This design comes from an exercise in tuning for small area, a short achievable clock period and few clock cycles per item on the open sky130 flow, not from production work.
Function was checked by simulation only, so behaviour that the tests miss may differ from the original.

Setup of run G:
// oblv_ks
module oblv_ks (
  input             clk,
  input             rst_n,
  input             cmd_valid,
  output            cmd_ready,
  input             cmd_op,        
  input      [15:0] cmd_len,
  input      [31:0] cmd_iv,
  input             din_valid,
  output            din_ready,
  input      [7:0]  din,
  output            dout_valid,
  input             dout_ready,
  output     [7:0]  dout,
  output     [31:0] iv_out
);
  localparam [31:0] SEED = 32'hc65053f2;    
  localparam [127:0] RK0  = 128'h000000b4000000060000000800000013;
  localparam [127:0] RK14 = 128'h51e54695cfdd3da03dcbb39a1f2a4614;
  function automatic [7:0] aes_sbox;
    input [7:0] a;
    reg U0, U1, U2, U3, U4, U5, U6, U7;
    reg T1, T2, T3, T4, T5, T6, T7, T8, T9, T10, T11, T12;
    reg T13, T14, T15, T16, T17, T18, T19, T20, T21, T22, T23, T24;
    reg T25, T26, T27, M1, M2, M3, M4, M5, M6, M7, M8, M9;
    reg M10, M11, M12, M13, M14, M15, M16, M17, M18, M19, M20, M21;
    reg M22, M23, M24, M25, M26, M27, M28, M29, M30, M31, M32, M33;
    reg M34, M35, M36, M37, M38, M39, M40, M41, M42, M43, M44, M45;
    reg M46, M47, M48, M49, M50, M51, M52, M53, M54, M55, M56, M57;
    reg M58, M59, M60, M61, M62, M63, L0, L1, L2, L3, L4, L5;
    reg L6, L7, L8, L9, L10, L11, L12, L13, L14, L15, L16, L17;
    reg L18, L19, L20, L21, L22, L23, L24, L25, L26, L27, L28, L29;
    reg S0, S1, S2, S3, S4, S5, S6, S7;
    begin
      {U0, U1, U2, U3, U4, U5, U6, U7} = a;
      T1 = U0 ^ U3;
      T2 = U0 ^ U5;
      T3 = U0 ^ U6;
      T4 = U3 ^ U5;
      T5 = U4 ^ U6;
      T6 = T1 ^ T5;
      T7 = U1 ^ U2;
      T8 = U7 ^ T6;
      T9 = U7 ^ T7;
      T10 = T6 ^ T7;
      T11 = U1 ^ U5;
      T12 = U2 ^ U5;
      T13 = T3 ^ T4;
      T14 = T6 ^ T11;
      T15 = T5 ^ T11;
      T16 = T5 ^ T12;
      T17 = T9 ^ T16;
      T18 = U3 ^ U7;
      T19 = T7 ^ T18;
      T20 = T1 ^ T19;
      T21 = U6 ^ U7;
      T22 = T7 ^ T21;
      T23 = T2 ^ T22;
      T24 = T2 ^ T10;
      T25 = T20 ^ T17;
      T26 = T3 ^ T16;
      T27 = T1 ^ T12;
      M1 = T13 & T6;
      M2 = T23 & T8;
      M3 = T14 ^ M1;
      M4 = T19 & U7;
      M5 = M4 ^ M1;
      M6 = T3 & T16;
      M7 = T22 & T9;
      M8 = T26 ^ M6;
      M9 = T20 & T17;
      M10 = M9 ^ M6;
      M11 = T1 & T15;
      M12 = T4 & T27;
  ...
Size in the first run: ~110 I/O pins, roughly 42000 sq um of cells after synthesis.
clock: 9.0 ns
lec_check: 0
cap_margin: 20
cell_pad_in_sites_detail_placement: 0
cell_pad_in_sites_global_placement: 1
core_margin: 2
core_utilization: 55
place_density: 0.66
setup_slack_margin: 3.5
slew_margin: 20
standard.sh (not shown) runs the stock make flow with config.mk's settings and CLKGATE_MAP_FILE= SYNTH_SCRIPT=/design/flow/synth_recipe.tcl, a recipe that flattens the netlist after the stock synthesis.
==> flow/flow/run.sh <==
#!/bin/bash
# The standard layout (standard.sh), with one change in synthesis: abc maps
# with flow/abc_nf.script. Registers and everything after synthesis are as
# in the standard flow.
set -euo pipefail
HERE=$(pwd)
cat flow/abc_wrap.tcl synth_recipe.tcl > my_synth.tcl
export MY_ABC_SCRIPT=$HERE/flow/abc_nf.script
sed "s#SYNTH_SCRIPT=[^ ]*#SYNTH_SCRIPT=$HERE/my_synth.tcl#" standard.sh > my_standard.sh
bash my_standard.sh "$@" > make_flow.log 2>&1
==> flow/flow/abc_nf.script <==
strash
dc2
dc2
strash
&get -n
&dch -x
&nf -R 1000
&put
buffer -c
topo
stime -c
upsize -c
dnsize -c
==> flow/flow/abc_wrap.tcl <==
# Put before synth_recipe.tcl: abc maps with flow/abc_nf.script (area-oriented
# &nf mapping) instead of the ORFS script; everything else is unchanged.
proc abc {args} {
  set i [lsearch -exact $args -script]
  if {$i >= 0} {
    set args [lreplace $args $i [expr {$i + 1}] -script $::env(MY_ABC_SCRIPT)]
  }
  yosys abc {*}$args
}
Run G | stages: all done | timing, DRC, antenna: all pass
Testbench counts of run G, summed over its fixed seeds: cycles 152,580, bytes 150,596.
--- input diff run G..run A ---
Settings: CORE_UTILIZATION: 55 -> 50; PLACE_DENSITY: 0.66 -> 0.62; SETUP_SLACK_MARGIN: 3.5 -> 4.0.
-- flow/flow/abc_nf.script --
<<< run G, line 5
&get -n
&dch -x
&nf -R 1000
>>> run A, line 5
&get -n
&dch -f
&nf -R 1000
### Flow results
- Run A finished end to end and its layout was clean on timing, DRC and antenna.
- Run G went all the way through synthesis, placement and routing and the layout is clean on timing, DRC and antenna.
- Between run A and run G, the cell area after layout is higher for run A.
- Higher number of rows created at floorplan goes to run A over run G.
- Summary of run A over run G: via count of the first global-routing pass picked up an extra 2121.

afterwards: timing with drivers on the ports:
How much do the figures lean on ideal ports? The routed layouts below were timed once more, with nothing changed but the port constraints. Step 1 assumes that a clkbuf_16 drives the clock port and a buf_2 every other input. Step 2 adds t to the input delays and takes it off the output delays; t is the mean of the earliest and latest rising clock arrival at the registers after step 1. Input paths then give back, and output paths get back, about the clock's delay inside the block. Slacks: no drivers / after step 1 / after step 2; pairs: no drivers / after step 1.
run | t, ns | setup WS [ns] | latest minus earliest clock arrival (ns)
run G | 0.651 | 3.616 / 3.616 / 3.089 | 0.026 / 0.026
run A | 0.678 | 3.474 / 3.474 / 3.474 | 0.037 / 0.037
After both steps setup and hold are still met in every run listed. The setup slack of run G, which loses most, moves by 0.000 ns with the drivers and by -0.527 ns with both steps.
